Background: an optimization exercise with open tools, aiming at a short achievable clock period and few clock cycles. Do not read the settings as production practice. The RTL was checked by simulation tests, not by an equivalence proof against the original design.

==> flow/design.v <==
module bifrost_alu (
    input  wire [4:0]  op,
    input  wire [15:0] va,
    input  wire [15:0] vb,
    input  wire [15:0] ex_in,
    input  wire [31:0] dv_q,
    input  wire [15:0] dv_r,
    input  wire        dv_zero,
    input  wire        dv_qneg,
    input  wire        dv_bneg,
    output reg  [15:0] result,
    output reg  [15:0] ex_out,
    output reg         ex_we,
    output reg         cond
);
    localparam OP_SET = 5'h01, OP_ADD = 5'h02, OP_SUB = 5'h03, OP_MUL = 5'h04,
               OP_MLI = 5'h05, OP_DIV = 5'h06, OP_DVI = 5'h07, OP_MOD = 5'h08,
               OP_MDI = 5'h09, OP_AND = 5'h0a, OP_BOR = 5'h0b, OP_XOR = 5'h0c,
               OP_SHR = 5'h0d, OP_ASR = 5'h0e, OP_SHL = 5'h0f,
               OP_IFB = 5'h10, OP_IFC = 5'h11, OP_IFE = 5'h12, OP_IFN = 5'h13,
               OP_IFG = 5'h14, OP_IFA = 5'h15, OP_IFL = 5'h16, OP_IFU = 5'h17,
               OP_ADX = 5'h1a, OP_SBX = 5'h1b, OP_STI = 5'h1e, OP_STD = 5'h1f;
    wire [16:0] add_r = {1'b0, vb} + {1'b0, va};
    wire [16:0] sub_r = {1'b0, vb} - {1'b0, va};
    wire [17:0] adx_r = {2'b0, vb} + {2'b0, va} + {2'b0, ex_in};
    wire [17:0] sbx_r = {2'b0, vb} - {2'b0, va} + {2'b0, ex_in};
    wire        msgn = op[0];
    wire signed [33:0] mul_p = $signed({msgn & vb[15], vb}) * $signed({msgn & va[15], va});
    wire [4:0]  sh = va[4:0];
    wire [31:0] shr_r = {vb, 16'h0000} >> sh;
    wire [31:0] asr_r = $signed({vb, 16'h0000}) >>> sh;
    wire [31:0] shl_r = {16'h0000, vb} << sh;
    wire        lt_u = sub_r[16];
    wire        lt_s = ($signed(vb) < $signed(va));
    wire        eq   = (vb == va);
    always @* begin
        result = vb;
        ex_out = ex_in;
        ex_we  = 1'b0;
        cond   = 1'b1;
        case (op)
            OP_SET: result = va;
            OP_ADD: begin result = add_r[15:0]; ex_out = {15'd0, add_r[16]}; ex_we = 1'b1; end
            OP_SUB: begin result = sub_r[15:0]; ex_out = sub_r[16] ? 16'hffff : 16'h0000; ex_we = 1'b1; end
            OP_MUL, OP_MLI: begin result = mul_p[15:0]; ex_out = mul_p[31:16]; ex_we = 1'b1; end
            OP_DIV, OP_DVI: begin
                ex_we = 1'b1;
                if (dv_zero) begin
                    result = 16'h0000;
                    ex_out = 16'h0000;
                end else if (dv_qneg) begin
                    result = 16'd0 - dv_q[31:16];
                    ex_out = 16'd0 - dv_q[15:0];
                end else begin
                    result = dv_q[31:16];
                    ex_out = dv_q[15:0];
                end
            end
            OP_MOD, OP_MDI: begin
                if (dv_zero)      result = 16'h0000;
                else if (dv_bneg) result = 16'd0 - dv_r;
                else              result = dv_r;
            end
            OP_AND: result = vb & va;
            OP_BOR: result = vb | va;
            OP_XOR: result = vb ^ va;
            OP_SHR: begin result = shr_r[31:16]; ex_out = shr_r[15:0]; ex_we = 1'b1; end
            OP_ASR: begin result = asr_r[31:16]; ex_out = asr_r[15:0]; ex_we = 1'b1; end
            OP_SHL: begin result = shl_r[15:0]; ex_out = shl_r[31:16]; ex_we = 1'b1; end
            OP_IFB: cond = (vb & va) != 16'h0000;
            OP_IFC: cond = (vb & va) == 16'h0000;
            OP_IFE: cond = eq;
            OP_IFN: cond = !eq;
            OP_IFG: cond = !lt_u && !eq;
            OP_IFA: cond = !lt_s && !eq;
            OP_IFL: cond = lt_u;
            OP_IFU: cond = lt_s;
            OP_ADX: begin result = adx_r[15:0]; ex_out = (adx_r > 18'h0ffff) ? 16'h0001 : 16'h0000; ex_we = 1'b1; end
            OP_SBX: begin result = sbx_r[15:0]; ex_out = sbx_r[17] ? 16'h0001 : 16'h0000; ex_we = 1'b1; end
            OP_STI, OP_STD: result = vb;
            default: ;
        endcase
    end
endmodule
module bifrost_divstep #(parameter K = 8) (
    input  wire [15:0] d,
    input  wire [15:0] r_in,
    input  wire [31:0] q_in,
    output reg  [15:0] r_out,
    output reg  [31:0] q_out
);
    reg [16:0] t;
    reg [17:0] s;
    integer i;
    always @* begin
        r_out = r_in;
        q_out = q_in;
        for (i = 0; i < K; i = i + 1) begin
            t = {r_out, q_out[31]};
            s = {1'b0, t} - {2'b00, d};
            if (s[17]) begin
                r_out = t[15:0];
                q_out = {q_out[30:0], 1'b0};
            end else begin
                r_out = s[15:0];
                q_out = {q_out[30:0], 1'b1};
            end
        end
    end
endmodule
module bifrost_cpu (
    input  wire        clk,
    input  wire        rst,
    output reg         mem_req,
    output reg         mem_we,
    output reg  [15:0] mem_addr,
    output reg  [15:0] mem_wdata,
    input  wire        mem_ready,
    input  wire [15:0] mem_rdata,
    output wire        halted,
    output reg  [4:0]  fault_code,
    output reg  [15:0] fault_pc
);
    localparam DIVK = 8;
    localparam [3:0] S_F    = 4'd0,   
                     S_NWA  = 4'd1,   
                     S_RA   = 4'd2,   
                     S_NWB  = 4'd3,   
                     S_RB   = 4'd4,   
                     S_E    = 4'd5,   
                     S_W    = 4'd6,   
                     S_SKIP = 4'd7,   
                     S_RFI1 = 4'd8,   
                     S_RFI2 = 4'd9,   
                     S_P1   = 4'd10,  
                     S_P2   = 4'd11,  
                     S_DEC  = 4'd12,  
                     S_DV   = 4'd13,  
                     S_FLT  = 4'd14;  
    localparam SP_JSR = 5'h01, SP_INT = 5'h08, SP_IAG = 5'h09, SP_IAS = 5'h0a,
               SP_RFI = 5'h0b, SP_IAQ = 5'h0c, SP_HWN = 5'h10, SP_HWQ = 5'h11,
               SP_HWI = 5'h12;
    reg [15:0] R [0:7];
    reg [15:0] PC, SP, EX, IA;
    reg        IQ;
    reg [15:0] fifo [0:3];
    reg [1:0]  fifo_rd;
    reg [2:0]  fifo_cnt;
    reg [3:0]  state;
    reg [15:0] IR;
    reg [15:0] va, vb;           
    reg [15:0] a_addr, b_addr;   
    reg        w_tof;            
    reg        w_int;            
    reg [15:0] dv_d, dv_r;
    reg [31:0] dv_q;
    reg [2:0]  dv_cnt;
    reg        dv_first, dv_zero, dv_qneg, dv_bneg;
    assign halted = (state == S_FLT);
    wire stall = mem_req & ~mem_ready;
    function automatic needs_nw(input [5:0] c);
        needs_nw = (c[5:3] == 3'b010) || (c == 6'h1a) || (c == 6'h1e) || (c == 6'h1f);
    endfunction
    function automatic is_mem(input [5:0] c);
        is_mem = (c[5:3] == 3'b001) || (c[5:3] == 3'b010) || (c == 6'h18) ||
                 (c == 6'h19) || (c == 6'h1a) || (c == 6'h1e);
    endfunction
    function automatic illegal(input [15:0] w);
        reg [4:0] o, s;
        begin
            o = w[4:0];
            s = w[9:5];
            if (o == 5'h00)
                illegal = !(s == SP_JSR || s == SP_INT || s == SP_IAG || s == SP_IAS ||
                            s == SP_RFI || s == SP_IAQ || s == SP_HWN || s == SP_HWQ ||
                            s == SP_HWI);
            else
                illegal = (o == 5'h18) || (o == 5'h19) || (o == 5'h1c) || (o == 5'h1d);
        end
    endfunction
    function automatic [4:0] illegal_code(input [15:0] w);
        illegal_code = (w[4:0] == 5'h00) ? w[9:5] : w[4:0];
    endfunction
    function automatic [1:0] inst_len_extra(input [15:0] w);
        inst_len_extra = {1'b0, needs_nw(w[15:10])} +
                         {1'b0, (w[4:0] != 5'h00) && needs_nw({1'b0, w[9:5]})};
    endfunction
    function automatic a_needed(input [15:0] w);
        if (w[4:0] == 5'h00)
            a_needed = (w[9:5] == SP_JSR) || (w[9:5] == SP_INT) ||
                       (w[9:5] == SP_IAS) || (w[9:5] == SP_IAQ);
        else
            a_needed = !(w[4:0] == 5'h1e || w[4:0] == 5'h1f);
    endfunction
    function automatic is_div(input [15:0] w);
        is_div = (w[4:0] == 5'h06) || (w[4:0] == 5'h07) ||
                 (w[4:0] == 5'h08) || (w[4:0] == 5'h09);
    endfunction
    wire        use_ir = (state == S_W) || (state == S_DEC);
    wire [15:0] iw     = use_ir ? IR : mem_rdata;
    wire [15:0] pc1    = PC + 16'd1;
    reg  [3:0]  dc_state;
    reg         dc_req;
    reg  [15:0] dc_addr, dc_sp, dc_va, dc_aaddr, dc_baddr;
    reg         dc_useRa, dc_useRb, dc_useSP;
    always @* begin : decode
        reg [5:0]  fa;
        reg [4:0]  fb, op;
        reg        spec, push, pop;
        reg [15:0] sp_a, a0, b0;
        fa   = iw[15:10];
        fb   = iw[9:5];
        op   = iw[4:0];
        spec = (op == 5'h00);
        pop  = (fa == 6'h18);
        push = !spec && (fb == 5'h18);
        sp_a = pop ? SP + 16'd1 : SP;
        a0   = (fa[5:3] == 3'b001) ? R[fa[2:0]] : SP;
        b0   = (fb[4:3] == 2'b01) ? R[fb[2:0]] : (push ? sp_a - 16'd1 : sp_a);
        dc_va    = (fa == 6'h1c) ? pc1 : ({10'd0, fa} - 16'h0021);
        dc_aaddr = a0;
        dc_baddr = b0;
        dc_sp    = SP;
        dc_req   = 1'b1;
        dc_addr  = pc1;
        dc_useRa = 1'b0;
        dc_useRb = 1'b0;
        dc_useSP = 1'b0;
        if (illegal(iw)) begin
            dc_state = S_FLT;
            dc_req   = 1'b0;
        end else if (needs_nw(fa)) begin
            dc_state = S_NWA;
        end else if (is_mem(fa) && a_needed(iw)) begin
            dc_state = S_RA;
            dc_addr  = a0;
            dc_sp    = sp_a;
            dc_useRa = (fa[5:3] == 3'b001);
            dc_useSP = (fa[5:3] != 3'b001);
        end else begin
            dc_useRa = (fa[5:3] == 3'b001);
            dc_useSP = (fa == 6'h18) || (fa == 6'h19) || (fa == 6'h1b);
            dc_sp    = sp_a;
            if (spec) begin
                if (fb == SP_RFI) begin
                    dc_state = S_RFI1;
                    dc_addr  = sp_a;
                    dc_useSP = 1'b1;
                end else begin
                    dc_state = S_E;
                end
            end else if (needs_nw({1'b0, fb})) begin
                dc_state = S_NWB;
            end else begin
                dc_useRb = (fb[4:3] == 2'b01);
                if (fb == 5'h18 || fb == 5'h19 || fb == 5'h1b) dc_useSP = 1'b1;
                dc_sp = push ? sp_a - 16'd1 : sp_a;
                if (is_mem({1'b0, fb}) && op != 5'h01) begin
                    dc_state = S_RB;
                    dc_addr  = b0;
                end else if (is_div(iw)) begin
                    dc_state = S_DV;
                    dc_req   = 1'b0;
                end else begin
                    dc_state = S_E;
                end
            end
        end
    end
    wire [4:0] op   = IR[4:0];
    wire [4:0] fb   = IR[9:5];
    wire [5:0] fa   = IR[15:10];
    wire       spec = (op == 5'h00);
    wire       ir_div = is_div(IR);
    wire [15:0] a_val = (fa[5:3] == 3'b000) ? R[fa[2:0]] :
                        (fa == 6'h1b) ? ((!spec && fb == 5'h18) ? SP + 16'd1 : SP) :
                        (fa == 6'h1d) ? EX : va;
    wire [15:0] b_val = (fb[4:3] == 2'b00) ? R[fb[2:0]] :
                        (fb == 5'h1b) ? SP :
                        (fb == 5'h1c) ? PC :
                        (fb == 5'h1d) ? EX : vb;
    wire [15:0] alu_result, alu_ex;
    wire        alu_ex_we, alu_cond;
    bifrost_alu u_alu (
        .op     (op),
        .va     (a_val),
        .vb     (b_val),
        .ex_in  (EX),
        .dv_q   (dv_q),
        .dv_r   (dv_r),
        .dv_zero(dv_zero),
        .dv_qneg(dv_qneg),
        .dv_bneg(dv_bneg),
        .result (alu_result),
        .ex_out (alu_ex),
        .ex_we  (alu_ex_we),
        .cond   (alu_cond)
    );
    wire [15:0] ds_r;
    wire [31:0] ds_q;
    bifrost_divstep #(.K(DIVK)) u_div (
        .d    (dv_d),
        .r_in (dv_r),
        .q_in (dv_q),
        .r_out(ds_r),
        .q_out(ds_q)
    );
    wire        sdiv    = (op == 5'h07) || (op == 5'h09);
    wire        isdivq  = (op == 5'h06) || (op == 5'h07);
    wire        bneg0   = sdiv & b_val[15];
    wire        aneg0   = sdiv & a_val[15];
    wire [15:0] magb    = bneg0 ? 16'd0 - b_val : b_val;
    wire [15:0] maga    = aneg0 ? 16'd0 - a_val : a_val;
    wire        zero0   = (a_val == 16'd0);
    wire        blt     = (magb < maga);
    reg        x_en;         
    reg [5:0]  x_code;       
    reg [15:0] x_addr;
    reg [15:0] x_val;
    always @* begin
        x_code = {1'b0, fb};
        x_addr = b_addr;
        x_val  = alu_result;
        x_en   = 1'b0;
        if (spec) begin
            x_code = fa;
            x_addr = a_addr;
            x_val  = (fb == SP_IAG) ? IA : 16'h0000;
            x_en   = (fb == SP_IAG) || (fb == SP_HWN);
        end else if (op == 5'h1e || op == 5'h1f) begin
            x_code = fa;
            x_addr = a_addr;
            x_val  = b_val;
            x_en   = 1'b1;
        end else if (op[4:3] != 2'b10) begin
            x_en = 1'b1;
        end
    end
    wire x_reg = x_en && (x_code[5:3] == 3'b000);
    wire x_mem = x_en && is_mem(x_code);
    wire x_sp  = x_en && (x_code == 6'h1b);
    wire x_pc  = x_en && (x_code == 6'h1c);
    wire x_ex  = x_en && (x_code == 6'h1d);
    wire x_sti = !spec && (op == 5'h1e || op == 5'h1f);
    wire x_jsr = spec && (fb == SP_JSR);
    wire x_hwq = spec && (fb == SP_HWQ);
    wire x_int = spec && (fb == SP_INT);
    wire x_iaq = spec && (fb == SP_IAQ);
    wire x_ias = spec && (fb == SP_IAS);
    wire x_skip = !spec && (op[4:3] == 2'b10) && !alu_cond;
    reg [7:0] x_wmask;
    always @* begin
        x_wmask = 8'd0;
        if (x_reg) x_wmask[x_code[2:0]] = 1'b1;
        if (x_sti) x_wmask[7:6] = 2'b11;
        if (x_hwq) x_wmask[4:0] = 5'b11111;
    end
    wire       iq_after  = x_iaq ? (a_val != 16'h0000) : IQ;
    wire [2:0] cnt_after = (x_int && fifo_cnt != 3'd4) ? fifo_cnt + 3'd1 : fifo_cnt;
    wire       x_pend    = !iq_after && (cnt_after != 3'd0);
    reg [3:0]  state_n;
    reg        req_n, we_n;
    reg [15:0] addr_n, wdata_n;
    reg [15:0] PC_n, SP_n, EX_n, IA_n;
    reg        IQ_n;
    reg [15:0] R_n [0:7];
    reg [15:0] fifo_n [0:3];
    reg [1:0]  fifo_rd_n;
    reg [2:0]  fifo_cnt_n;
    reg [15:0] IR_n, va_n, vb_n, a_addr_n, b_addr_n;
    reg        w_tof_n, w_int_n;
    reg [15:0] dv_d_n, dv_r_n;
    reg [31:0] dv_q_n;
    reg [2:0]  dv_cnt_n;
    reg        dv_first_n, dv_zero_n, dv_qneg_n, dv_bneg_n;
    reg [4:0]  fault_code_n;
    reg [15:0] fault_pc_n;
    integer k;
    task automatic take_decode;
        begin
            IR_n     = iw;
            state_n  = dc_state;
            req_n    = dc_req;
            we_n     = 1'b0;
            addr_n   = dc_addr;
            PC_n     = pc1;
            SP_n     = dc_sp;
            va_n     = dc_va;
            a_addr_n = dc_aaddr;
            b_addr_n = dc_baddr;
            dv_first_n = 1'b1;
            if (dc_state == S_FLT) begin
                fault_code_n = illegal_code(iw);
                fault_pc_n   = PC;
                PC_n         = PC;
            end
        end
    endtask
    task automatic b_phase(input [15:0] pc);
        reg push;
        reg [15:0] b0;
        begin
            push = !spec && (fb == 5'h18);
            b0   = (fb[4:3] == 2'b01) ? R[fb[2:0]] : (push ? SP - 16'd1 : SP);
            req_n    = 1'b1;
            we_n     = 1'b0;
            addr_n   = pc;
            b_addr_n = b0;
            dv_first_n = 1'b1;
            if (spec) begin
                if (fb == SP_RFI) begin
                    state_n = S_RFI1;
                    addr_n  = SP;
                end else begin
                    state_n = S_E;
                end
            end else if (needs_nw({1'b0, fb})) begin
                state_n = S_NWB;
            end else begin
                SP_n = push ? SP - 16'd1 : SP;
                if (is_mem({1'b0, fb}) && op != 5'h01) begin
                    state_n = S_RB;
                    addr_n  = b0;
                end else if (ir_div) begin
                    state_n = S_DV;
                    req_n   = 1'b0;
                end else begin
                    state_n = S_E;
                end
            end
        end
    endtask
    task automatic to_exec(input [15:0] pc);
        begin
            we_n       = 1'b0;
            addr_n     = pc;
            dv_first_n = 1'b1;
            if (ir_div) begin
                state_n = S_DV;
                req_n   = 1'b0;
            end else begin
                state_n = S_E;
                req_n   = 1'b1;
            end
        end
    endtask
    task automatic to_int(input [15:0] pc, input [15:0] sp);
        begin
            state_n = S_P1;
            req_n   = 1'b1;
            we_n    = 1'b1;
            addr_n  = sp - 16'd1;
            wdata_n = pc;
        end
    endtask
    always @* begin : next
        reg [15:0] nw, loc;
        reg [15:0] pc_e, sp_e;
        state_n  = state;
        req_n    = mem_req;
        we_n     = mem_we;
        addr_n   = mem_addr;
        wdata_n  = mem_wdata;
        PC_n     = PC;
        SP_n     = SP;
        EX_n     = EX;
        IA_n     = IA;
        IQ_n     = IQ;
        for (k = 0; k < 8; k = k + 1) R_n[k] = R[k];
        for (k = 0; k < 4; k = k + 1) fifo_n[k] = fifo[k];
        fifo_rd_n  = fifo_rd;
        fifo_cnt_n = fifo_cnt;
        IR_n     = IR;
        va_n     = va;
        vb_n     = vb;
        a_addr_n = a_addr;
        b_addr_n = b_addr;
        w_tof_n  = w_tof;
        w_int_n  = w_int;
        dv_d_n   = dv_d;
        dv_r_n   = dv_r;
        dv_q_n   = dv_q;
        dv_cnt_n = dv_cnt;
        dv_first_n = dv_first;
        dv_zero_n  = dv_zero;
        dv_qneg_n  = dv_qneg;
        dv_bneg_n  = dv_bneg;
        fault_code_n = fault_code;
        fault_pc_n   = fault_pc;
        nw  = mem_rdata;
        loc = 16'h0000;
        pc_e = PC;
        sp_e = SP;
        case (state)
            S_F, S_DEC: take_decode();
            S_NWA: begin
                PC_n = pc1;
                loc = (fa[5:3] == 3'b010) ? R[fa[2:0]] + nw :
                      (fa == 6'h1a) ? SP + nw : nw;
                if (is_mem(fa) && a_needed(IR)) begin
                    state_n = S_RA;
                    addr_n  = loc;
                end else begin
                    a_addr_n = loc;
                    va_n     = nw;
                    b_phase(pc1);
                end
            end
            S_RA: begin
                va_n = mem_rdata;
                b_phase(PC);
            end
            S_NWB: begin
                PC_n = pc1;
                loc = (fb[4:3] == 2'b10) ? R[fb[2:0]] + nw :
                      (fb == 5'h1a) ? SP + nw : nw;
                b_addr_n = loc;
                vb_n     = nw;
                if (is_mem({1'b0, fb}) && op != 5'h01) begin
                    state_n = S_RB;
                    addr_n  = loc;
                end else begin
                    to_exec(pc1);
                end
            end
            S_RB: begin
                vb_n = mem_rdata;
                to_exec(PC);
            end
            S_DV: begin
                dv_first_n = 1'b0;
                if (dv_first) begin
                    dv_d_n    = maga;
                    dv_zero_n = zero0;
                    dv_qneg_n = bneg0 ^ aneg0;
                    dv_bneg_n = bneg0;
                    if (blt) begin
                        dv_r_n   = magb;
                        dv_q_n   = 32'h0;
                        dv_cnt_n = isdivq ? 3'(16 / DIVK) : 3'd0;
                    end else begin
                        dv_r_n   = 16'h0;
                        dv_q_n   = {magb, 16'h0000};
                        dv_cnt_n = isdivq ? 3'(32 / DIVK) : 3'(16 / DIVK);
                    end
                    if (zero0 || (blt && !isdivq)) begin
                        state_n = S_E;
                        req_n   = 1'b1;
                        addr_n  = PC;
                    end
                end else begin
                    dv_r_n   = ds_r;
                    dv_q_n   = ds_q;
                    dv_cnt_n = dv_cnt - 3'd1;
                    if (dv_cnt == 3'd1) begin
                        state_n = S_E;
                        req_n   = 1'b1;
                        addr_n  = PC;
                    end
                end
            end
            S_E: begin
                if (!spec && alu_ex_we) EX_n = alu_ex;
                if (x_reg) R_n[x_code[2:0]] = x_val;
                if (x_sp)  SP_n = x_val;
                if (x_ex)  EX_n = x_val;
                if (x_pc)  PC_n = x_val;
                if (x_sti) begin
                    if (x_reg && x_code[2:0] == 3'd6)
                        R_n[6] = (op == 5'h1e) ? x_val + 16'd1 : x_val - 16'd1;
                    else
                        R_n[6] = (op == 5'h1e) ? R[6] + 16'd1 : R[6] - 16'd1;
                    if (x_reg && x_code[2:0] == 3'd7)
                        R_n[7] = (op == 5'h1e) ? x_val + 16'd1 : x_val - 16'd1;
                    else
                        R_n[7] = (op == 5'h1e) ? R[7] + 16'd1 : R[7] - 16'd1;
                end
                if (x_hwq) for (k = 0; k < 5; k = k + 1) R_n[k] = 16'h0000;
                if (x_ias) IA_n = a_val;
                if (x_iaq) IQ_n = (a_val != 16'h0000);
                if (x_int && fifo_cnt != 3'd4) begin
                    fifo_n[fifo_rd + fifo_cnt[1:0]] = a_val;
                    fifo_cnt_n = fifo_cnt + 3'd1;
                end
                pc_e = x_pc ? x_val : PC;
                sp_e = x_sp ? x_val : SP;
                w_int_n = x_pend;
                w_tof_n = 1'b0;
                if (x_jsr) begin
                    SP_n    = SP - 16'd1;
                    PC_n    = a_val;
                    state_n = S_W;
                    req_n   = 1'b1;
                    we_n    = 1'b1;
                    addr_n  = SP - 16'd1;
                    wdata_n = PC;
                    w_tof_n = 1'b1;
                    w_int_n = 1'b0;
                end else if (x_mem) begin
                    state_n = S_W;
                    req_n   = 1'b1;
                    we_n    = 1'b1;
                    addr_n  = x_addr;
                    wdata_n = x_val;
                    IR_n    = mem_rdata;
                    w_tof_n = (x_addr == PC);
                end else if (x_pend) begin
                    to_int(pc_e, sp_e);
                end else if (x_pc) begin
                    state_n = S_F;
                    req_n   = 1'b1;
                    we_n    = 1'b0;
                    addr_n  = x_val;
                end else if (x_skip) begin
                    if (illegal(mem_rdata)) begin
                        state_n      = S_FLT;
                        req_n        = 1'b0;
                        fault_code_n = illegal_code(mem_rdata);
                        fault_pc_n   = PC;
                    end else begin
                        PC_n    = PC + 16'd1 + {14'd0, inst_len_extra(mem_rdata)};
                        state_n = (mem_rdata[4:3] == 2'b10) ? S_SKIP : S_F;
                        req_n   = 1'b1;
                        we_n    = 1'b0;
                        addr_n  = PC + 16'd1 + {14'd0, inst_len_extra(mem_rdata)};
                    end
                end else if ((dc_useRa && x_wmask[mem_rdata[12:10]]) ||
                             (dc_useRb && x_wmask[mem_rdata[7:5]]) ||
                             (dc_useSP && x_sp)) begin
                    IR_n    = mem_rdata;
                    state_n = S_DEC;
                    req_n   = 1'b0;
                    we_n    = 1'b0;
                end else begin
                    take_decode();
                    if (x_sp) SP_n = x_val;
                end
            end
            S_W: begin
                if (w_int) begin
                    to_int(PC, SP);
                end else if (w_tof) begin
                    state_n = S_F;
                    req_n   = 1'b1;
                    we_n    = 1'b0;
                    addr_n  = PC;
                end else begin
                    take_decode();
                end
            end
            S_SKIP: begin
                if (illegal(mem_rdata)) begin
                    state_n      = S_FLT;
                    req_n        = 1'b0;
                    fault_code_n = illegal_code(mem_rdata);
                    fault_pc_n   = PC;
                end else begin
                    PC_n    = PC + 16'd1 + {14'd0, inst_len_extra(mem_rdata)};
                    state_n = (mem_rdata[4:3] == 2'b10) ? S_SKIP : S_F;
                    addr_n  = PC + 16'd1 + {14'd0, inst_len_extra(mem_rdata)};
                end
            end
            S_RFI1: begin
                R_n[0]  = mem_rdata;
                SP_n    = SP + 16'd1;
                state_n = S_RFI2;
                addr_n  = SP + 16'd1;
            end
            S_RFI2: begin
                PC_n = mem_rdata;
                SP_n = SP + 16'd1;
                IQ_n = 1'b0;
                if (fifo_cnt != 3'd0) begin
                    to_int(mem_rdata, SP + 16'd1);
                end else begin
                    state_n = S_F;
                    addr_n  = mem_rdata;
                end
            end
            S_P1: begin
                SP_n    = SP - 16'd1;
                state_n = S_P2;
                addr_n  = SP - 16'd2;
                wdata_n = R[0];
            end
            S_P2: begin
                SP_n       = SP - 16'd1;
                PC_n       = IA;
                R_n[0]     = fifo[fifo_rd];
                IQ_n       = 1'b1;
                fifo_rd_n  = fifo_rd + 2'd1;
                fifo_cnt_n = fifo_cnt - 3'd1;
                state_n    = S_F;
                we_n       = 1'b0;
                addr_n     = IA;
            end
            S_FLT: begin
                req_n = 1'b0;
                we_n  = 1'b0;
            end
            default: begin
                state_n = S_FLT;
                req_n   = 1'b0;
                we_n    = 1'b0;
            end
        endcase
    end
    always @(posedge clk) begin
        if (rst) begin
            for (k = 0; k < 8; k = k + 1) R[k] <= 16'h0000;
            for (k = 0; k < 4; k = k + 1) fifo[k] <= 16'h0000;
            PC        <= 16'h0000;
            SP        <= 16'h0000;
            EX        <= 16'h0000;
            IA        <= 16'h0000;
            IQ        <= 1'b0;
            fifo_rd   <= 2'd0;
            fifo_cnt  <= 3'd0;
            state     <= S_F;
            mem_req   <= 1'b1;
            mem_we    <= 1'b0;
            mem_addr  <= 16'h0000;
            mem_wdata <= 16'h0000;
            IR        <= 16'h0000;
            va        <= 16'h0000;
            vb        <= 16'h0000;
            a_addr    <= 16'h0000;
            b_addr    <= 16'h0000;
            w_tof     <= 1'b0;
            w_int     <= 1'b0;
            dv_d      <= 16'h0000;
            dv_r      <= 16'h0000;
            dv_q      <= 32'h0;
            dv_cnt    <= 3'd0;
            dv_first  <= 1'b0;
            dv_zero   <= 1'b0;
            dv_qneg   <= 1'b0;
            dv_bneg   <= 1'b0;
            fault_code <= 5'd0;
            fault_pc   <= 16'h0000;
        end else if (!stall) begin
            for (k = 0; k < 8; k = k + 1) R[k] <= R_n[k];
            for (k = 0; k < 4; k = k + 1) fifo[k] <= fifo_n[k];
            PC        <= PC_n;
            SP        <= SP_n;
            EX        <= EX_n;
            IA        <= IA_n;
            IQ        <= IQ_n;
            fifo_rd   <= fifo_rd_n;
            fifo_cnt  <= fifo_cnt_n;
            state     <= state_n;
            mem_req   <= req_n;
            mem_we    <= we_n;
            mem_addr  <= addr_n;
            mem_wdata <= wdata_n;
            IR        <= IR_n;
            va        <= va_n;
            vb        <= vb_n;
            a_addr    <= a_addr_n;
            b_addr    <= b_addr_n;
            w_tof     <= w_tof_n;
            w_int     <= w_int_n;
            dv_d      <= dv_d_n;
            dv_r      <= dv_r_n;
            dv_q      <= dv_q_n;
            dv_cnt    <= dv_cnt_n;
            dv_first  <= dv_first_n;
            dv_zero   <= dv_zero_n;
            dv_qneg   <= dv_qneg_n;
            dv_bneg   <= dv_bneg_n;
            fault_code <= fault_code_n;
            fault_pc   <= fault_pc_n;
        end
    end
endmodule
==> flow/run.sh <==
#!/bin/bash
# synth_recipe.tcl (not shown) runs the flow's synth.tcl, then flattens the netlist and writes it again
# the make line also repeats each setting of config.mk as NAME=value (left out here)
make -C /OpenROAD-flow-scripts/flow DESIGN_CONFIG=/design/flow/config.mk WORK_HOME=/design/flow/orfs CLKGATE_MAP_FILE= SYNTH_SCRIPT=/design/flow/synth_recipe.tcl finish
==> flow/config.mk <==
export PLATFORM = sky130hd
export DESIGN_NAME = bifrost_cpu
export DESIGN_NICKNAME = bifrost_cpu
export VERILOG_FILES = /design/flow/design.v
export SDC_FILE = /design/flow/constraint.sdc
export NUM_CORES = 4
export LEC_CHECK = 0
export CAP_MARGIN = 20
export CORE_MARGIN = 2
export CORE_UTILIZATION = 40
export SLEW_MARGIN = 20
==> flow/constraint.sdc <==
create_clock -name core_clock -period 80.0 [get_ports {clk}]
set_input_delay 16.0000 -clock core_clock [delete_from_list [all_inputs] [get_ports {clk}]]
set_output_delay 16.0000 -clock core_clock [all_outputs]
set_load 0.01 [all_outputs]
==> impl_metrics.py, run 1 <==
metrics = {
    "status": {
        "status": "complete, no violations",
    },
    "global_route": {
        "grtUsageMet3_pct": 29.8,
        "grt_max_degree": 166,
        "use_met2_pct": 68.0,
        "grt_pass1_wl_mm": 648,
        "antenna_found_initial": 69,
        "grt_pass1_vias": 78845,
        "grt_overflow": 0,
        "grt.total_usage_pct": 52.3,
        "top_usage_layer": "met2",
        "gr-usage-met1_pct": 62.7,
    },
    "drt": {
        "drc": 0,
        "avgRoutedWirePerCell_um": 39.9,
        "wirelength_mm": 481,
        "final_antenna_net_count": 0,
        "post_drt_via_cell_ratio": 7.21,
        "routed-via-count": 86903,
        "drt_iter0_drc": 15834,
        "drtPass1Iterations": 14,
    },
    "synth": {
        "ys_ff_latch": 474,
        "syn-num-nets": 10517,
        "ys_top_cells_by_count": "nor2_1 (1,196), nand2_1 (1,029), a21oi_1 (789), o21ai_0 (654), clkbuf_1 (585)",
        "synth_enable_flop_cells": 0,
        "ys.flop_type": "dfxtp_1",
        "yosysTopAreaCellShare_pct": 13.7,
        "ys_async_sr_fraction_pct": 0,
        "synth_cells": 9761,
        "synth_cell_types": 123,
        "synth_area_um2": 69500,
        "yosysTopAreaCell": "dfxtp_1",
        "syn_area_per_cell_um2": 7.12,
        "synth.most_common_cell": "nor2_1",
        "yosys_warnings": 7,
        "yosys-top-cells-area": "dfxtp_1 (14%), fa_1 (8.7%), ha_1 (7.8%)",
        "ys_seq_area_share_pct": 13.7,
    },
    "layout": {
        "syn_to_final_growth_pct": 10.6,
        "nNetsFinal": 10373,
        "stdcell_area_um2": 76900,
        "instances_no_fill": 12047,
        "utilization_pct": 44.7,
        "layout-drive-gt1-share_pct": 9.20,
    },
    "clock_network": {
        "htreeDepth": 3,
        "post_cts_resized": 0,
        "hold_buffers": 0,
        "post_cts_buffers": 0,
        "clk_pin_slew_worst_paths_ns": 0.06,
        "cts_num_sinks": 474,
        "clk_path_buf_depth": 3,
        "cts_tree": "built",
        "root_buffer": "clkbuf_16",
        "clk_latency_ns": 0.77,
        "numCtsBuffers": 66,
    },
    "timing": {
        "timing.hold.ws_ns": 0.452,
        "period_share_pct": 32.4,
        "period_minus_slack_ns": 25.90,
        "fin_ws_ns": 54.10,
        "hold_viol": 0,
        "final_max_slew_viol_count": 0,
        "rsz0062_at_grt": "no",
        "finalSetupViolCount": 0,
        "relSlewSlack_pct": 2.37,
        "fmax_mhz": 38.6,
        "setup-tns-final_ns": 0,
        "worst_slew_pin_slew_ns": 1.45,
        "clock_skew_ns": 0.0635,
    },
    "critical_path": {
        "critPathMaxStageDelay_ns": 0.76,
        "worstSetupPathType": "reg -> reg",
        "startpoint_type": "register",
        "crit_path_frequent_cell": "o21ai_0",
        "worstPathRequired_ns": 80.62,
        "worstPathMaxFanout": 23,
        "end_kind": "register",
        "slowest_stage": "and4_1",
        "cp.arrival_ns": 26.52,
        "crit_start": "dv_d[1]$_SDFFE_PP0P_",
        "timing.rr.start": "dv_d[1]$_SDFFE_PP0P_",
    },
    "floorplan": {
        "start_util_pct": 40.4,
        "die_w_um": 421,
        "fp.dieArea_um2": 177000,
        "dieHeight_um": 421,
        "coreArea_um2": 172000,
        "num_rows": 152,
        "io_pins": 75,
    },
    "flow_run": {
        "drv_cap": 0,
    },
    "placed_design": {
        "place_ws_ns": 54.43,
        "hpwl_mm": 359,
        "dp.cells": 11853,
        "gp_congestion": 1.17,
        "portBuffers": 74,
        "dpl_cell_area_um2": 74200,
    },
    "min_path": {
        "holdCritStartpoint": "fifo[1][9]$_SDFFE_PP0P_",
        "hp-class": "reg -> reg",
    },
}
-- critical path, delay by kind of cell (launching register included) --
family                   cells  cell delay, ns
AO/OA/AOI/OAI               54           13.83
multiplexers                 6            1.84
adder cells (fa/ha/maj)      8            2.24
buffers and inverters        9            1.93
AND/OR/NAND/NOR             23            5.24
flip-flops                   1            0.60
-- sequential cells by signal, summed over array words and instances, names as in the netlist, 2 cells and up --
signal	cells
dv_q	32
state	4
fifo_cnt	3
mem_wdata	16
dv_d	16
b_addr	16
IA	16
PC	16
fault_pc	16
fifo	64
dv_r	16
fifo_rd	2
IR	16
a_addr	16
dv_cnt	3
va	16
R	128
SP	16
vb	16
EX	16
mem_addr	16
fault_code	5
-- placed cells by master, fill, tap and decap left out, drive strengths merged, types with 87 or more instances in the layout --
master,instances
mux2i,292
mux2,96
buf,446
o22ai,100
a211oi,232
a221oi,133
ha,436
o211ai,146
a31oi,120
o221ai,93
nor3,202
nand3,279
o21ai,677
xnor2,329
a22oi,87
xor2,162
dfxtp,474
nand2,1032
a21oi,791
inv,546
fa,301
nor2,1203
-- cells by family (layout without fill, tap and decap cells) --
family	count (synthesis)	in the layout	synth area share [%]
muxes	398	398	6.13
AOI/OAI and AO/OA	3065	3065	29.1
adders and majority gates	739	739	16.5
DFF	474	474	13.7
other	0	66	0
buffers and inverters	1287	1197	7.11
and+or+nand+nor	3307	3307	21.2
xor gates and xnor gates	491	491	6.20
-- cell type report --
cell class              count  area (um^2)
clock inverters            38          522
diodes                     66          165
well taps                2310         2890
clock buffers              84         1850
fillers                 17772        95300
flip-flops and latches    474         9500
multi-input cells        8000        55700
repair buffers            520         4120
inverters                 555         2090
-- per-layer routing --
| metal | part of all wire (%) | routed length, um |
|---|---|---|
| met5 | 0.29 | 1370 |
| met4 | 9.4 | 45000 |
| met3 | 17 | 81800 |
| met2 | 37 | 177000 |
| met1 | 36 | 175000 |
-- path summary, 6_finish.rpt --
check / end / cells after the start / slack (ns)
worst max register to register: dv_r[7]$_SDFFE_PP0P_ / 100 / 54.10
worst min-delay path: fifo[1][9]$_SDFFE_PP0P_ / 2 / 0.45
worst max-delay path: dv_r[7]$_SDFFE_PP0P_ / 100 / 54.10
worst min register to register: fifo[1][9]$_SDFFE_PP0P_ / 2 / 0.45
Testbench counts, summed over its fixed seeds: cycles 217,501.
==> inputs of run 2 (changes only) <==
--- a/flow/design.v
+++ b/flow/design.v
@@ -82,29 +82,38 @@
         endcase
     end
 endmodule
-module bifrost_divstep #(parameter K = 8) (
-    input  wire [15:0] d,
-    input  wire [15:0] r_in,
-    input  wire [31:0] q_in,
-    output reg  [15:0] r_out,
-    output reg  [31:0] q_out
+module bifrost_divstep #(parameter K = 16) (
+    input  wire [299:0] m,       
+    input  wire [15:0]  r_in,
+    input  wire [31:0]  q_in,
+    output reg  [15:0]  r_out,
+    output reg  [31:0]  q_out
 );
-    reg [16:0] t;
-    reg [17:0] s;
-    integer i;
+    reg [19:0] t;
+    reg [20:0] s [1:15];
+    reg [15:0] ge;
+    reg [15:0] rn;
+    reg [3:0]  dg;
+    integer i, j;
     always @* begin
         r_out = r_in;
         q_out = q_in;
-        for (i = 0; i < K; i = i + 1) begin
-            t = {r_out, q_out[31]};
-            s = {1'b0, t} - {2'b00, d};
-            if (s[17]) begin
-                r_out = t[15:0];
-                q_out = {q_out[30:0], 1'b0};
-            end else begin
-                r_out = s[15:0];
-                q_out = {q_out[30:0], 1'b1};
-            end
+        for (i = 0; i < K / 4; i = i + 1) begin
+            t = {r_out, q_out[31:28]};
+            ge = 16'h0001;
+            for (j = 1; j < 16; j = j + 1) begin
+                s[j]  = {1'b0, t} - {1'b0, m[(j-1)*20 +: 20]};
+                ge[j] = !s[j][20];
+            end
+            rn = t[15:0];
+            dg = 4'd0;
+            for (j = 1; j < 16; j = j + 1)
+                if (ge[j]) begin
+                    rn = s[j][15:0];
+                    dg = j[3:0];
+                end
+            r_out = rn;
+            q_out = {q_out[27:0], dg};
         end
     end
 endmodule
@@ -121,7 +130,7 @@
     output reg  [4:0]  fault_code,
     output reg  [15:0] fault_pc
 );
-    localparam DIVK = 8;
+    localparam DIVK = 16;
     localparam [3:0] S_F    = 4'd0,   
                      S_NWA  = 4'd1,   
                      S_RA   = 4'd2,   
@@ -153,10 +162,12 @@
     reg        w_tof;            
     reg        w_int;            
     reg [15:0] dv_d, dv_r;
+    reg [299:0] dv_m;
     reg [31:0] dv_q;
     reg [2:0]  dv_cnt;
     reg        dv_first, dv_zero, dv_qneg, dv_bneg;
-    assign halted = (state == S_FLT);
+    reg halt_r;
+    assign halted = halt_r;
     wire stall = mem_req & ~mem_ready;
     function automatic needs_nw(input [5:0] c);
         needs_nw = (c[5:3] == 3'b010) || (c == 6'h1a) || (c == 6'h1e) || (c == 6'h1f);
@@ -196,51 +207,114 @@
         is_div = (w[4:0] == 5'h06) || (w[4:0] == 5'h07) ||
                  (w[4:0] == 5'h08) || (w[4:0] == 5'h09);
     endfunction
+    localparam CW = 5;
+    reg [15:0]     c_data [0:(1<<CW)-1];
+    reg [15-CW:0]  c_tag  [0:(1<<CW)-1];
+    reg [(1<<CW)-1:0] c_val;
+    wire [15:0] pc1 = PC + 16'd1;
+    wire [15:0] pc2 = PC + 16'd2;
+    wire [15:0] pc3 = PC + 16'd3;
+    wire        c_hit0 = c_val[PC[CW-1:0]] && (c_tag[PC[CW-1:0]] == PC[15:CW]) &&
+                         !(mem_we && mem_addr == PC);
+    wire        c_hit1 = c_val[pc1[CW-1:0]] && (c_tag[pc1[CW-1:0]] == pc1[15:CW]) &&
+                         !(mem_we && mem_addr == pc1);
+    wire        c_hit2 = c_val[pc2[CW-1:0]] && (c_tag[pc2[CW-1:0]] == pc2[15:CW]) &&
+                         !(mem_we && mem_addr == pc2);
+    wire [15:0] c_dat0 = c_data[PC[CW-1:0]];
+    wire [1:0]  skip_ext = inst_len_extra(mem_rdata);
+    wire [15:0] skip_pc  = (skip_ext == 2'd0) ? pc1 : (skip_ext == 2'd1) ? pc2 : pc3;
+    wire [15:0] c_dat1 = c_data[pc1[CW-1:0]];
+    wire [15:0] c_dat2 = c_data[pc2[CW-1:0]];
+    reg  [15:0] RpC1 [0:7];
+    integer kk;
+    always @* for (kk = 0; kk < 8; kk = kk + 1) RpC1[kk] = R[kk] + c_dat1;
+    function automatic [15:0] sel8(input [2:0] i, input [15:0] v0, input [15:0] v1,
+                                   input [15:0] v2, input [15:0] v3, input [15:0] v4,
+                                   input [15:0] v5, input [15:0] v6, input [15:0] v7);
+        sel8 = ({16{i == 3'd0}} & v0) | ({16{i == 3'd1}} & v1) |
+               ({16{i == 3'd2}} & v2) | ({16{i == 3'd3}} & v3) |
+               ({16{i == 3'd4}} & v4) | ({16{i == 3'd5}} & v5) |
+               ({16{i == 3'd6}} & v6) | ({16{i == 3'd7}} & v7);
+    endfunction
+    wire [15:0] SPp1  = SP + 16'd1;
+    wire [15:0] SPm1  = SP - 16'd1;
+    wire [15:0] SPpC0 = SP + c_dat0;
+    wire [15:0] SPpC1 = SP + c_dat1;
+    wire        use_c0 = ((state == S_W) && w_tof) || (state == S_P2);
     wire        use_ir = (state == S_W) || (state == S_DEC);
-    wire [15:0] iw     = use_ir ? IR : mem_rdata;
-    wire [15:0] pc1    = PC + 16'd1;
+    wire [15:0] iw     = use_c0 ? c_dat0 : use_ir ? IR : mem_rdata;
     reg  [3:0]  dc_state;
-    reg         dc_req;
-    reg  [15:0] dc_addr, dc_sp, dc_va, dc_aaddr, dc_baddr;
+    reg         dc_req, dc_we;
+    reg  [15:0] dc_addr, dc_sp, dc_pc, dc_va, dc_vb, dc_aaddr, dc_baddr, dc_wdata;
     reg         dc_useRa, dc_useRb, dc_useSP;
     always @* begin : decode
         reg [5:0]  fa;
         reg [4:0]  fb, op;
-        reg        spec, push, pop;
-        reg [15:0] sp_a, a0, b0;
+        reg        spec, push, pop, anw, bhit;
+        reg [15:0] sp_a, a0, b0, pcb, a_locc, b_locc, bdat;
         fa   = iw[15:10];
         fb   = iw[9:5];
         op   = iw[4:0];
         spec = (op == 5'h00);
         pop  = (fa == 6'h18);
         push = !spec && (fb == 5'h18);
-        sp_a = pop ? SP + 16'd1 : SP;
+        anw  = needs_nw(fa);
+        sp_a = pop ? SPp1 : SP;
         a0   = (fa[5:3] == 3'b001) ? R[fa[2:0]] : SP;
-        b0   = (fb[4:3] == 2'b01) ? R[fb[2:0]] : (push ? sp_a - 16'd1 : sp_a);
-        dc_va    = (fa == 6'h1c) ? pc1 : ({10'd0, fa} - 16'h0021);
-        dc_aaddr = a0;
+        b0   = (fb[4:3] == 2'b01) ? R[fb[2:0]] : (push ? (pop ? SP : SPm1) : sp_a);
+        a_locc = (fa[5:3] == 3'b010) ? sel8(fa[2:0], RpC1[0], RpC1[1], RpC1[2], RpC1[3],
+                                            RpC1[4], RpC1[5], RpC1[6], RpC1[7]) : (fa == 6'h1a) ? SPpC1 : c_dat1;
+        pcb    = anw ? pc2 : pc1;
+        bhit   = (anw ? (c_hit2 && fb[4:3] != 2'b10 && fb != 5'h1a) : c_hit1) && !pop;
+        bdat   = anw ? c_dat2 : c_dat1;
+        b_locc = (fb[4:3] == 2'b10) ? sel8(fb[2:0], RpC1[0], RpC1[1], RpC1[2], RpC1[3],
+                                           RpC1[4], RpC1[5], RpC1[6], RpC1[7]) :
+                 (fb == 5'h1a) ? SPpC1 : bdat;
+        dc_va    = anw ? c_dat1 : pc1;
+        dc_vb    = bdat;
+        dc_aaddr = anw ? a_locc : a0;
         dc_baddr = b0;
         dc_sp    = SP;
+        dc_pc    = pc1;
         dc_req   = 1'b1;
+        dc_we    = 1'b0;
+        dc_wdata = pc2;
         dc_addr  = pc1;
         dc_useRa = 1'b0;
         dc_useRb = 1'b0;
         dc_useSP = 1'b0;
+        dc_state = S_E;
         if (illegal(iw)) begin
             dc_state = S_FLT;
             dc_req   = 1'b0;
-        end else if (needs_nw(fa)) begin
+            dc_pc    = PC;
+        end else if (anw && !c_hit1) begin
             dc_state = S_NWA;
         end else if (is_mem(fa) && a_needed(iw)) begin
             dc_state = S_RA;
-            dc_addr  = a0;
+            dc_addr  = anw ? a_locc : a0;
             dc_sp    = sp_a;
-            dc_useRa = (fa[5:3] == 3'b001);
-            dc_useSP = (fa[5:3] != 3'b001);
+            dc_pc    = pcb;
+            dc_useRa = (fa[5:3] == 3'b001) || (fa[5:3] == 3'b010);
+            dc_useSP = (fa == 6'h18) || (fa == 6'h19) || (fa == 6'h1a);
+        end else if (anw && fa == 6'h1f && op == 5'h01 && fb == 5'h1c) begin
+            dc_state = S_F;
+            dc_addr  = c_dat1;
+            dc_pc    = c_dat1;
+        end else if (anw && fa == 6'h1f && spec && fb == SP_JSR) begin
+            dc_state = S_W;
+            dc_we    = 1'b1;
+            dc_addr  = SPm1;
+            dc_wdata = pc2;
+            dc_sp    = SPm1;
+            dc_pc    = c_dat1;
+            dc_useSP = 1'b1;
         end else begin
-            dc_useRa = (fa[5:3] == 3'b001);
-            dc_useSP = (fa == 6'h18) || (fa == 6'h19) || (fa == 6'h1b);
+            dc_useRa = (fa[5:3] == 3'b001) || (fa[5:3] == 3'b010);
+            dc_useSP = (fa == 6'h18) || (fa == 6'h19) || (fa == 6'h1a) || (fa == 6'h1b);
             dc_sp    = sp_a;
+            dc_pc    = pcb;
+            dc_addr  = pcb;
             if (spec) begin
                 if (fb == SP_RFI) begin
                     dc_state = S_RFI1;
@@ -250,11 +324,28 @@
                     dc_state = S_E;
                 end
             end else if (needs_nw({1'b0, fb})) begin
-                dc_state = S_NWB;
+                if (bhit) begin
+                    dc_pc    = anw ? pc3 : pc2;
+                    dc_baddr = b_locc;
+                    dc_useRb = (fb[4:3] == 2'b10);
+                    if (fb == 5'h1a) dc_useSP = 1'b1;
+                    if (is_mem({1'b0, fb}) && op != 5'h01) begin
+                        dc_state = S_RB;
+                        dc_addr  = b_locc;
+                    end else if (is_div(iw)) begin
+                        dc_state = S_DV;
+                        dc_req   = 1'b0;
+                    end else begin
+                        dc_state = S_E;
+                        dc_addr  = anw ? pc3 : pc2;
+                    end
+                end else begin
+                    dc_state = S_NWB;
+                end
             end else begin
                 dc_useRb = (fb[4:3] == 2'b01);
                 if (fb == 5'h18 || fb == 5'h19 || fb == 5'h1b) dc_useSP = 1'b1;
-                dc_sp = push ? sp_a - 16'd1 : sp_a;
+                dc_sp = push ? (pop ? SP : SPm1) : sp_a;
                 if (is_mem({1'b0, fb}) && op != 5'h01) begin
                     dc_state = S_RB;
                     dc_addr  = b0;
@@ -272,9 +363,12 @@
     wire [5:0] fa   = IR[15:10];
     wire       spec = (op == 5'h00);
     wire       ir_div = is_div(IR);
+    wire       ir_setpc = (op == 5'h01) && (fb == 5'h1c);
+    wire       ir_jsr   = spec && (fb == SP_JSR);
     wire [15:0] a_val = (fa[5:3] == 3'b000) ? R[fa[2:0]] :
                         (fa == 6'h1b) ? ((!spec && fb == 5'h18) ? SP + 16'd1 : SP) :
-                        (fa == 6'h1d) ? EX : va;
+                        (fa == 6'h1d) ? EX :
+                        fa[5] ? ((fa[4:0] == 5'd0) ? 16'hffff : {11'd0, fa[4:0] - 5'd1}) : va;
     wire [15:0] b_val = (fb[4:3] == 2'b00) ? R[fb[2:0]] :
                         (fb == 5'h1b) ? SP :
                         (fb == 5'h1c) ? PC :
@@ -299,7 +393,7 @@
     wire [15:0] ds_r;
     wire [31:0] ds_q;
     bifrost_divstep #(.K(DIVK)) u_div (
-        .d    (dv_d),
+        .m    (dv_m),
         .r_in (dv_r),
         .q_in (dv_q),
         .r_out(ds_r),
@@ -313,6 +407,9 @@
     wire [15:0] maga    = aneg0 ? 16'd0 - a_val : a_val;
     wire        zero0   = (a_val == 16'd0);
     wire        blt     = (magb < maga);
+    reg [299:0] mults;
+    integer mj;
+    always @* for (mj = 1; mj < 16; mj = mj + 1) mults[(mj-1)*20 +: 20] = maga * mj;
     reg        x_en;         
     reg [5:0]  x_code;       
     reg [15:0] x_addr;
@@ -370,6 +467,7 @@
     reg [15:0] IR_n, va_n, vb_n, a_addr_n, b_addr_n;
     reg        w_tof_n, w_int_n;
     reg [15:0] dv_d_n, dv_r_n;
+    reg [299:0] dv_m_n;
     reg [31:0] dv_q_n;
     reg [2:0]  dv_cnt_n;
     reg        dv_first_n, dv_zero_n, dv_qneg_n, dv_bneg_n;
@@ -378,30 +476,39 @@
     integer k;
     task automatic take_decode;
         begin
-            IR_n     = iw;
             state_n  = dc_state;
             req_n    = dc_req;
-            we_n     = 1'b0;
+            we_n     = dc_we;
+            wdata_n  = dc_wdata;
             addr_n   = dc_addr;
-            PC_n     = pc1;
+            PC_n     = dc_pc;
             SP_n     = dc_sp;
-            va_n     = dc_va;
-            a_addr_n = dc_aaddr;
-            b_addr_n = dc_baddr;
+            w_tof_n  = 1'b1;
+            w_int_n  = 1'b0;
+        end
+    endtask
+    task automatic to_exec(input [15:0] pc);
+        begin
+            we_n       = 1'b0;
+            addr_n     = pc;
             dv_first_n = 1'b1;
-            if (dc_state == S_FLT) begin
-                fault_code_n = illegal_code(iw);
-                fault_pc_n   = PC;
-                PC_n         = PC;
+            if (ir_div) begin
+                state_n = S_DV;
+                req_n   = 1'b0;
+            end else begin
+                state_n = S_E;
+                req_n   = 1'b1;
             end
         end
     endtask
-    task automatic b_phase(input [15:0] pc);
+    task automatic b_phase(input [15:0] pc, input [15:0] pcp1, input hit, input [15:0] dat,
+                           input [15:0] rpc, input [15:0] sppc);
         reg push;
-        reg [15:0] b0;
+        reg [15:0] b0, loc;
         begin
             push = !spec && (fb == 5'h18);
             b0   = (fb[4:3] == 2'b01) ? R[fb[2:0]] : (push ? SP - 16'd1 : SP);
+            loc  = (fb[4:3] == 2'b10) ? rpc : (fb == 5'h1a) ? sppc : dat;
             req_n    = 1'b1;
             we_n     = 1'b0;
             addr_n   = pc;
@@ -415,7 +522,19 @@
                     state_n = S_E;
                 end
             end else if (needs_nw({1'b0, fb})) begin
-                state_n = S_NWB;
+                if (hit) begin
+                    PC_n     = pcp1;
+                    b_addr_n = loc;
+                    vb_n     = dat;
+                    if (is_mem({1'b0, fb}) && op != 5'h01) begin
+                        state_n = S_RB;
+                        addr_n  = loc;
+                    end else begin
+                        to_exec(pcp1);
+                    end
+                end else begin
+                    state_n = S_NWB;
+                end
             end else begin
                 SP_n = push ? SP - 16'd1 : SP;
                 if (is_mem({1'b0, fb}) && op != 5'h01) begin
@@ -430,20 +549,6 @@
             end
         end
     endtask
-    task automatic to_exec(input [15:0] pc);
-        begin
-            we_n       = 1'b0;
-            addr_n     = pc;
-            dv_first_n = 1'b1;
-            if (ir_div) begin
-                state_n = S_DV;
-                req_n   = 1'b0;
-            end else begin
-                state_n = S_E;
-                req_n   = 1'b1;
-            end
-        end
-    endtask
     task automatic to_int(input [15:0] pc, input [15:0] sp);
         begin
             state_n = S_P1;
@@ -478,6 +583,7 @@
         w_tof_n  = w_tof;
         w_int_n  = w_int;
         dv_d_n   = dv_d;
+        dv_m_n   = dv_m;
         dv_r_n   = dv_r;
         dv_q_n   = dv_q;
         dv_cnt_n = dv_cnt;
@@ -485,8 +591,16 @@
         dv_zero_n  = dv_zero;
         dv_qneg_n  = dv_qneg;
         dv_bneg_n  = dv_bneg;
-        fault_code_n = fault_code;
-        fault_pc_n   = fault_pc;
+        fault_code_n = (state == S_FLT) ? fault_code : illegal_code(iw);
+        fault_pc_n   = (state == S_FLT) ? fault_pc : PC;
+        if (state == S_F || state == S_E || state == S_DEC || state == S_W || state == S_P2) begin
+            IR_n       = iw;
+            va_n       = dc_va;
+            vb_n       = dc_vb;
+            a_addr_n   = dc_aaddr;
+            b_addr_n   = dc_baddr;
+            dv_first_n = 1'b1;
+        end
         nw  = mem_rdata;
         loc = 16'h0000;
         pc_e = PC;
@@ -500,15 +614,43 @@
                 if (is_mem(fa) && a_needed(IR)) begin
                     state_n = S_RA;
                     addr_n  = loc;
+                end else if (ir_setpc && fa == 6'h1f) begin
+                    PC_n    = nw;
+                    state_n = S_F;
+                    addr_n  = nw;
+                end else if (ir_jsr && fa == 6'h1f) begin
+                    PC_n    = nw;
+                    SP_n    = SP - 16'd1;
+                    state_n = S_W;
+                    we_n    = 1'b1;
+                    addr_n  = SP - 16'd1;
+                    wdata_n = pc1;
+                    w_tof_n = 1'b1;
+                    w_int_n = 1'b0;
                 end else begin
                     a_addr_n = loc;
                     va_n     = nw;
-                    b_phase(pc1);
+                    b_phase(pc1, pc2, c_hit1, c_dat1, RpC1[fb[2:0]], SPpC1);
                 end
             end
             S_RA: begin
                 va_n = mem_rdata;
-                b_phase(PC);
+                if (ir_setpc) begin
+                    PC_n    = mem_rdata;
+                    state_n = S_F;
+                    addr_n  = mem_rdata;
+                end else if (ir_jsr) begin
+                    PC_n    = mem_rdata;
+                    SP_n    = SP - 16'd1;
+                    state_n = S_W;
+                    we_n    = 1'b1;
+                    addr_n  = SP - 16'd1;
+                    wdata_n = PC;
+                    w_tof_n = 1'b1;
+                    w_int_n = 1'b0;
+                end else begin
+                    b_phase(PC, pc1, c_hit0, c_dat0, R[fb[2:0]] + c_dat0, SPpC0);
+                end
             end
             S_NWB: begin
                 PC_n = pc1;
@@ -529,8 +671,12 @@
             end
             S_DV: begin
                 dv_first_n = 1'b0;
+                req_n  = 1'b1;
+                we_n   = 1'b0;
+                addr_n = dv_first ? pc1 : pc2;
                 if (dv_first) begin
                     dv_d_n    = maga;
+                    dv_m_n    = mults;
                     dv_zero_n = zero0;
                     dv_qneg_n = bneg0 ^ aneg0;
                     dv_bneg_n = bneg0;
@@ -602,7 +748,6 @@
                     we_n    = 1'b1;
                     addr_n  = x_addr;
                     wdata_n = x_val;
-                    IR_n    = mem_rdata;
                     w_tof_n = (x_addr == PC);
                 end else if (x_pend) begin
                     to_int(pc_e, sp_e);
@@ -615,19 +760,16 @@
                     if (illegal(mem_rdata)) begin
                         state_n      = S_FLT;
                         req_n        = 1'b0;
-                        fault_code_n = illegal_code(mem_rdata);
-                        fault_pc_n   = PC;
                     end else begin
-                        PC_n    = PC + 16'd1 + {14'd0, inst_len_extra(mem_rdata)};
+                        PC_n    = skip_pc;
                         state_n = (mem_rdata[4:3] == 2'b10) ? S_SKIP : S_F;
                         req_n   = 1'b1;
                         we_n    = 1'b0;
-                        addr_n  = PC + 16'd1 + {14'd0, inst_len_extra(mem_rdata)};
+                        addr_n  = skip_pc;
                     end
                 end else if ((dc_useRa && x_wmask[mem_rdata[12:10]]) ||
                              (dc_useRb && x_wmask[mem_rdata[7:5]]) ||
                              (dc_useSP && x_sp)) begin
-                    IR_n    = mem_rdata;
                     state_n = S_DEC;
                     req_n   = 1'b0;
                     we_n    = 1'b0;
@@ -639,7 +781,7 @@
             S_W: begin
                 if (w_int) begin
                     to_int(PC, SP);
-                end else if (w_tof) begin
+                end else if (w_tof && !c_hit0) begin
                     state_n = S_F;
                     req_n   = 1'b1;
                     we_n    = 1'b0;
@@ -652,12 +794,10 @@
                 if (illegal(mem_rdata)) begin
                     state_n      = S_FLT;
                     req_n        = 1'b0;
-                    fault_code_n = illegal_code(mem_rdata);
-                    fault_pc_n   = PC;
                 end else begin
-                    PC_n    = PC + 16'd1 + {14'd0, inst_len_extra(mem_rdata)};
+                    PC_n    = skip_pc;
                     state_n = (mem_rdata[4:3] == 2'b10) ? S_SKIP : S_F;
-                    addr_n  = PC + 16'd1 + {14'd0, inst_len_extra(mem_rdata)};
+                    addr_n  = skip_pc;
                 end
             end
             S_RFI1: begin
@@ -679,20 +819,25 @@
             end
             S_P1: begin
                 SP_n    = SP - 16'd1;
+                PC_n    = IA;
                 state_n = S_P2;
                 addr_n  = SP - 16'd2;
                 wdata_n = R[0];
             end
             S_P2: begin
+                if (c_hit0 && !((dc_useRa && iw[12:10] == 3'd0) ||
+                                (dc_useRb && iw[7:5] == 3'd0) || dc_useSP)) begin
+                    take_decode();
+                end else begin
+                    state_n = S_F;
+                    we_n    = 1'b0;
+                    addr_n  = PC;
+                end
                 SP_n       = SP - 16'd1;
-                PC_n       = IA;
                 R_n[0]     = fifo[fifo_rd];
                 IQ_n       = 1'b1;
                 fifo_rd_n  = fifo_rd + 2'd1;
                 fifo_cnt_n = fifo_cnt - 3'd1;
-                state_n    = S_F;
-                we_n       = 1'b0;
-                addr_n     = IA;
             end
             S_FLT: begin
                 req_n = 1'b0;
@@ -707,6 +852,19 @@
     end
     always @(posedge clk) begin
         if (rst) begin
+            c_val <= {(1<<CW){1'b0}};
+        end else if (mem_req && mem_ready) begin
+            if (mem_we) begin
+                c_val[mem_addr[CW-1:0]] <= 1'b0;
+            end else begin
+                c_val[mem_addr[CW-1:0]]  <= 1'b1;
+                c_tag[mem_addr[CW-1:0]]  <= mem_addr[15:CW];
+                c_data[mem_addr[CW-1:0]] <= mem_rdata;
+            end
+        end
+    end
+    always @(posedge clk) begin
+        if (rst) begin
             for (k = 0; k < 8; k = k + 1) R[k] <= 16'h0000;
             for (k = 0; k < 4; k = k + 1) fifo[k] <= 16'h0000;
             PC        <= 16'h0000;
@@ -729,6 +887,7 @@
             w_tof     <= 1'b0;
             w_int     <= 1'b0;
             dv_d      <= 16'h0000;
+            dv_m      <= 300'h0;
             dv_r      <= 16'h0000;
             dv_q      <= 32'h0;
             dv_cnt    <= 3'd0;
@@ -738,7 +897,9 @@
             dv_bneg   <= 1'b0;
             fault_code <= 5'd0;
             fault_pc   <= 16'h0000;
+            halt_r     <= 1'b0;
         end else if (!stall) begin
+            halt_r     <= (state_n == S_FLT);
             for (k = 0; k < 8; k = k + 1) R[k] <= R_n[k];
             for (k = 0; k < 4; k = k + 1) fifo[k] <= fifo_n[k];
             PC        <= PC_n;
@@ -761,6 +922,7 @@
             w_tof     <= w_tof_n;
             w_int     <= w_int_n;
             dv_d      <= dv_d_n;
+            dv_m      <= dv_m_n;
             dv_r      <= dv_r_n;
             dv_q      <= dv_q_n;
             dv_cnt    <= dv_cnt_n;
--- a/flow/config.mk
+++ b/flow/config.mk
@@ -6,6 +6,9 @@
 export NUM_CORES = 4
 export LEC_CHECK = 0
 export CAP_MARGIN = 20
+export CELL_PAD_IN_SITES_DETAIL_PLACEMENT = 1
+export CELL_PAD_IN_SITES_GLOBAL_PLACEMENT = 2
 export CORE_MARGIN = 2
-export CORE_UTILIZATION = 40
+export CORE_UTILIZATION = 28
+export PLACE_DENSITY = 0.55
 export SLEW_MARGIN = 20
==> impl_metrics.py, run 2 <==
metrics = {
    "layout": {
        "nNetsFinal": 24506,
        "register_area_um2": 38700,
        "mostFrequentLayoutCells": "nand2_1 (2,219), nor2_1 (1,932), a21oi_1 (1,919)",
        "final_common_cell": "nand2_1",
        "syn_to_final_growth_pct": 13.8,
        "fill_cells": 78128,
        "layout-drive-gt1-share_pct": 13.8,
        "largest_reg_flops": 512,
        "multi_input_comb_area_um2": 142000,
    },
    "global_route": {
        "grt_max_degree": 121,
        "grt.total_usage_pct": 41.7,
        "grt_pass1_wl_mm": 1920,
        "grt_overflow": 0,
        "antenna_found_initial": 294,
        "grt_pass1_vias": 196200,
    },
    "drt": {
        "wirelength_mm": 1470,
        "final_antenna_net_count": 0,
        "post_drt_via_cell_ratio": 6.63,
        "avgRoutedWirePerCell_um": 46.5,
        "drc": 0,
        "routed-via-count": 210159,
        "drt_iter0_drc": 31526,
        "drtPass1Iterations": 9,
    },
    "synth": {
        "yosysTopAreaCell": "edfxtp_1",
        "yosys-top-cells-area": "edfxtp_1 (14%), ha_1 (11%), mux4_2 (11%)",
        "ys.flop_type": "edfxtp_1",
        "ys_ff_latch": 1495,
        "ys_top_cells_by_count": "nand2_1 (2,227), nor2_1 (2,002), a21oi_1 (1,942), ha_1 (1,623), o21ai_0 (1,584)",
        "yosysTopAreaCellShare_pct": 13.8,
        "synth.most_common_cell": "nand2_1",
        "synth_enable_flop_cells": 864,
        "syn_area_per_cell_um2": 8.44,
        "synth_cells": 22227,
        "syn-num-nets": 24274,
        "synth_area_um2": 188000,
        "ys_seq_area_share_pct": 20.6,
        "ys_async_sr_fraction_pct": 0,
        "yosys_warnings": 9,
        "synth_cell_types": 126,
    },
    "clock_network": {
        "htreeDepth": 4,
        "clk_pin_slew_worst_paths_ns": 0.06,
        "numCtsBuffers": 196,
        "hold_buffers": 0,
        "root_buffer": "clkbuf_16",
        "cts_tree": "built",
        "clk_latency_ns": 1.12,
        "cts_num_sinks": 1495,
        "post_cts_resized": 0,
        "post_cts_buffers": 0,
        "clk_path_buf_depth": 4,
    },
    "min_path": {
        "hold_depth": 2,
        "worstHoldEndpoint": "dv_m[218]$_SDFFE_PP0P_",
        "hp-class": "reg -> reg",
        "holdCritStartpoint": "dv_m[218]$_SDFFE_PP0P_",
    },
    "placed_design": {
        "gp_congestion": 1.07,
        "hpwl_mm": 1150,
        "portBuffers": 74,
    },
    "critical_path": {
        "end_kind": "register",
        "startpoint_type": "input port",
        "worstSetupPathType": "in -> reg",
        "cp.arrival_ns": 24.23,
        "timing.rr.start": "dv_m[280]$_SDFFE_PP0P_",
        "rr_worst_depth": 70,
        "crit_start": "mem_rdata[7]",
        "r2r-end": "dv_r[14]$_SDFFE_PP0P_",
        "worstPathMaxFanout": 31,
        "worstPathRequired_ns": 80.94,
        "rrSetupSlack_ns": 58.67,
    },
    "floorplan": {
        "dieHeight_um": 822,
        "coreArea_um2": 667000,
        "start_util_pct": 28.1,
        "num_rows": 300,
        "io_pins": 75,
        "fp.dieArea_um2": 676000,
        "die_w_um": 822,
    },
    "timing": {
        "setup-tns-final_ns": 0,
        "hold_viol": 0,
        "period_share_pct": 29.1,
        "relSlewSlack_pct": 5.26,
        "final_max_slew_viol_count": 0,
        "rsz0062_at_grt": "no",
        "clock_skew_ns": 0.169,
        "finalSetupViolCount": 0,
        "period_minus_slack_ns": 23.29,
        "fmax_mhz": 42.9,
        "timing.hold.ws_ns": 0.451,
        "worst_slew_pin_slew_ns": 1.41,
    },
    "flow_run": {
        "drv_cap": 0,
    },
    "status": {
        "status": "complete, no violations",
    },
}
==> run 2: logic make-up after synthesis <==
family	Yosys count	synth area share, %
adder cells (fa/ha/maj)	2030	15.2
XOR/XNOR	1313	6.14
AO/OA/AOI/OAI	7193	25.0
buffers and inverters	2467	5.01
multiplexers	1241	12.5
AND/OR/NAND/NOR	6488	15.6
flip-flops	1495	20.6
==> run 2: worst max path at each step <==
stage | end | slack [ns] | cells after the start
6_report | mem_wdata[10]$_SDFFE_PP0P_ | 56.71 | 22
3_5_place_dp | mem_wdata[3]$_SDFFE_PP0P_ | 56.09 | 21
3_3_place_gp | mem_wdata[4]$_SDFFE_PP0P_ | 56.29 | 22
2_1_floorplan | mem_addr[0]$_SDFFE_PP0P_ | 59.69 | 22
5_1_grt | mem_wdata[10]$_SDFFE_PP0P_ | 56.66 | 22
4_1_cts | mem_wdata[3]$_SDFFE_PP0P_ | 57.16 | 21
==> run 2: layer usage <==
metal | GRT usage (%) | wire, um | vias to the layer above
li1 | - | - | 84150
met1 | 58.8 | 642000 | 109251
met2 | 55.6 | 564000 | 13937
met3 | 14.6 | 183000 | 2713
met4 | 20.0 | 83900 | 108
met5 | 0 | 1050 | -
==> run 2: area by class of cell <==
class	count	share of cell area, %
multi-input combinational	18265	66.4
sequential	1495	18.1
tap	8909	5.22
timing repair buffer	1379	4.99
clock buffer	254	2.52
inverter	1122	1.98
clock inverter	104	0.596
antenna	166	0.195
==> run 2: metrics by stage <==
step	cells	utilization [%]	setup WS, ns	area [um^2]
final	31694	32.0	56.71	214000
after CTS	31521	31.9	57.16	213000
after detailed placement	31163	30.9	56.09	206000
after global routing	31541	31.9	56.66	213000
after floorplan	22227	-	59.69	188000
after global placement	31160	30.9	56.29	206000
==> run 2: worst max-delay path: stages <==
cell,delay [ns]
buf_2,0.35
buf_4,0.36
mux2i_1,0.30
mux2i_4,0.29
buf_4,0.42
nor3_1,0.82
nand2_1,0.73
and4_1,0.46
a21oi_1,0.19
or2_2,0.24
o21ai_0,0.10
a31o_2,0.26
a21oi_1,0.20
o211ai_1,0.59
buf_4,0.39
and2_1,0.16
buf_4,0.22
nor3_1,0.55
nand3_2,0.72
a21oi_1,0.36
o21ai_0,0.17
a21oi_1,0.19
Testbench counts of run 2, summed over its fixed seeds: cycles 184,567.

## re-timing with driven ports
The results above use ideal ports. As a check the final layouts listed here were re-extracted and re-timed, cells and wires unchanged. Step 1 (the two cells are an assumption about what drives the block):
set clk [get_ports {clk}]
set_driving_cell -lib_cell sky130_fd_sc_hd__clkbuf_16 $clk
set_driving_cell -lib_cell sky130_fd_sc_hd__buf_2 [delete_from_list [all_inputs] $clk]
Step 2 moves the port delays by t, midway between the first and last clock arrival at a register: inputs arrive t later, outputs are due t later. That takes back most of the time a late clock gives input paths. Slacks: no drivers / after step 1 / after step 2; pairs: no drivers / after step 1.
| run | t, ns | setup slack, ns | hold slack, ns | pins driven straight from the clock port |
|---|---|---|---|---|
| run 1 | 0.844 | 54.096 / 54.096 / 54.096 | 0.452 / 0.452 / 0.452 | 1 |
| run 2 | 1.151 | 56.711 / 56.797 / 55.646 | 0.451 / 0.451 / 0.451 | 1 |
After both steps every run listed still meets setup and hold. For run 2, which loses most, drivers alone change the setup slack by +0.086 ns; drivers and shift together by -1.065 ns.
